This design comes from an exercise in tuning for small area on the open sky130 flow, not from production work.
In this exercise RTL edits were held to simulation tests only and were not proved equivalent to the original.
No driver is modelled on the clock port, so clock power and skew are understated where the tree is cut down; a real chip needs a root buffer or a tree.
Power figures rest on the tool's default switching activity, not on a simulated workload.

## slpe_rx
module slpe_rx (
    input  wire       clk,
    input  wire       rst,
    input  wire       start,
    input  wire       rx_valid,
    input  wire [7:0] rx_data,
    output wire       busy,
    output wire       tx_valid,
    output wire [7:0] tx_data,
    output reg        pl_valid,
    output wire [7:0] pl_data,
    output wire       pl_commit,
    output wire       pl_discard,
    output wire       done,
    output wire       ok,
    output reg  [2:0] retries
);
Size: about 54 flip-flops, about 38 I/O pins.
export LEC_CHECK = 0
export CAP_MARGIN = 20
export CORE_MARGIN = 2
export CORE_UTILIZATION = 65
export GPL_TIMING_DRIVEN = 0
export PLACE_DENSITY = 0.75
export SLEW_MARGIN = 20
create_clock -name core_clock -period 5.0 [get_ports {clk}]
standard.sh (not shown) runs the stock make flow with config.mk's settings and CLKGATE_MAP_FILE= SYNTH_SCRIPT=/design/flow/synth_recipe.tcl, a recipe that flattens the netlist after the stock synthesis.
==> flow/flow/run.sh <==
#!/bin/bash
# Own layout flow: the standard flow (standard.sh) with three changes:
#  - synthesis: synth_recipe.tcl unchanged except that Yosys's abc call uses
#    an area-oriented ABC script (flow/area.abc) and that adders are left to
#    ABC instead of being extracted into half-adder cells; registers are
#    untouched;
#  - port buffers are buf_1 cells (BUFFER_PORTS_ARGS);
#  - the clock tree is one level of clkbuf_8 cells fed by the clock port,
#    each driving one spatial cluster of the registers (flow/cts_single.tcl).
set -e
HERE=$(pwd)
{
  head -n 1 synth_recipe.tcl
  cat <<TCL
proc extract_fa {args} { puts "extract_fa skipped" }
proc abc {args} {
  set i [lsearch \$args -script]
  if {\$i >= 0} { lset args [expr {\$i+1}] $HERE/flow/area.abc }
  yosys abc {*}\$args
}
TCL
  tail -n +2 synth_recipe.tcl
} > my_synth.tcl
sed "s#SYNTH_SCRIPT=[^ ]*#SYNTH_SCRIPT=$HERE/my_synth.tcl#" standard.sh > my_standard.sh
grep -q "SYNTH_SCRIPT=$HERE/my_synth.tcl" my_standard.sh
export BUFFER_PORTS_ARGS="-buffer_cell sky130_fd_sc_hd__buf_1"
export PRE_CTS_TCL=$HERE/flow/cts_single.tcl
export MY_CTS_NCLUST=3
export REMOVE_ABC_BUFFERS=1
export SKIP_REPAIR_TIE_FANOUT=1
bash my_standard.sh > $HERE/standard.log 2>&1
Other scripts of this flow, unchanged in this note and not shown: flow/flow/area.abc, flow/flow/cts_single.tcl
Next try:
--- a/flow/design.v
+++ b/flow/design.v
@@ -79,60 +79,60 @@
     always @(posedge clk) begin
         if (rx_valid)
             lb <= rx_data;
         if (!fs || rx_valid)
             tmr <= 7'b0001000;
         else
             tmr <= tmr_n;
         if (stx)
             crc <= 8'h00;
         else if (rx_valid)
             crc <= cn;
-        if (rx_valid)
+        if (fnum && rx_valid) begin
             fr <= finc[7:0];
-        if (fnum && rx_valid)
             fm <= (st == S_FN1) ? ~finc[8] : (fm & feq);
+        end
         pl_valid <= 1'b0;
         case (st)
         S_IDLE, S_IDLEK, S_IDLEE: if (start) begin
             retries <= 3'd0;
             mid     <= 1'b0;
             st      <= S_POLL;
         end else
             st      <= S_IDLE;
         S_POLL: if (rx_valid) st <= S_ENQ;
         S_ENQ: if (!rx_valid) begin
             if (lb == 8'h05)      st <= S_ACK;
             else if (lb == 8'h15) st <= S_POLL;
             else                  st <= S_RETE;
         end
         S_ACK: st <= S_STXA;
         S_STXA, S_STX:
                if (tmo) st <= S_ERROR;
                else if (rx_valid) st <= (rx_data == 8'h02) ? S_LEN : S_NAK;
                else st <= S_STX;
         S_LEN: if (tmo) st <= S_ERROR;
                else if (rx_valid) begin
-                   div <= (rx_data == 8'hFE);    
+                   div <= 1'b0;
                    rem <= {3'b000, rx_data};
                    st  <= (rx_data >= 8'd5 && rx_data != 8'hFF) ? S_CMD0 : S_NAK;
                end
         S_CMD0, S_CMD1: if (tmo) st <= S_ERROR;
                else if (rx_valid) begin
                    pl_valid <= !mid;
                    st <= (st == S_CMD0) ? S_CMD1 : S_CMD2;
                end
         S_CMD2: if (tmo) st <= S_ERROR;
                else if (rx_valid) begin
                    pl_valid <= !mid;
-                   st <= div ? S_EXT0 : (z ? S_ETX : S_DATA);
+                   st <= (rem[7:0] == 8'hFE) ? S_EXT0 : (z ? S_ETX : S_DATA);
                end
         S_EXT0: if (tmo) st <= S_ERROR;
                 else if (rx_valid) begin
                     div <= (rx_data != 8'h00);
                     st  <= S_EXT1;
                 end
         S_EXT1: if (tmo) st <= S_ERROR;
                 else if (rx_valid) begin
                     rem <= {rem[2:0], rx_data};
                     div <= div | (rx_data[7:3] != 5'd0);
                     st  <= S_EXT2;
Hold slack improves by 0.019 ns.
Setup slack improves by 0.36 ns.
Area after synthesis barely changes.
Die area barely changes.
Routed wire length drops slightly.
Via count rises slightly.
Global-route usage goes down by 1.3 points.
Design area barely changes.
Final cell count came out lower slightly.
Clock power is about the same.
Clock skew hardly moves.
No run of this note takes its clock network from TritonCTS; it comes from the design's own scripts or RTL.

==> what the ideal ports hide <==
The results above use ideal ports. As a check the final layouts listed here were re-extracted and re-timed, cells and wires unchanged. Step 1 (the two cells are an assumption about what drives the block):
set clk [get_ports {clk}]
set_driving_cell -lib_cell sky130_fd_sc_hd__clkbuf_16 $clk
set_driving_cell -lib_cell sky130_fd_sc_hd__buf_2 [delete_from_list [all_inputs] $clk]
Step 2 times the ports against the registers' clock, not the clock port: input delays grow and output delays shrink by t, the midpoint of the rising clock arrivals with the driver on. Three values: ideal ports, drivers, drivers and shift; two values: the first two.
| run | t (ns) | setup slack, ns | cell pins on the clock port's net |
|---|---|---|---|
| the first run | 0.211 | 0.603 / 0.632 / 0.420 | 3 |
| the second run | 0.211 | 0.964 / 0.964 / 0.884 | 3 |
After both steps setup and hold are still met in every run listed. The setup slack of the first run, which loses most, moves by +0.029 ns with the drivers and by -0.183 ns with both steps.
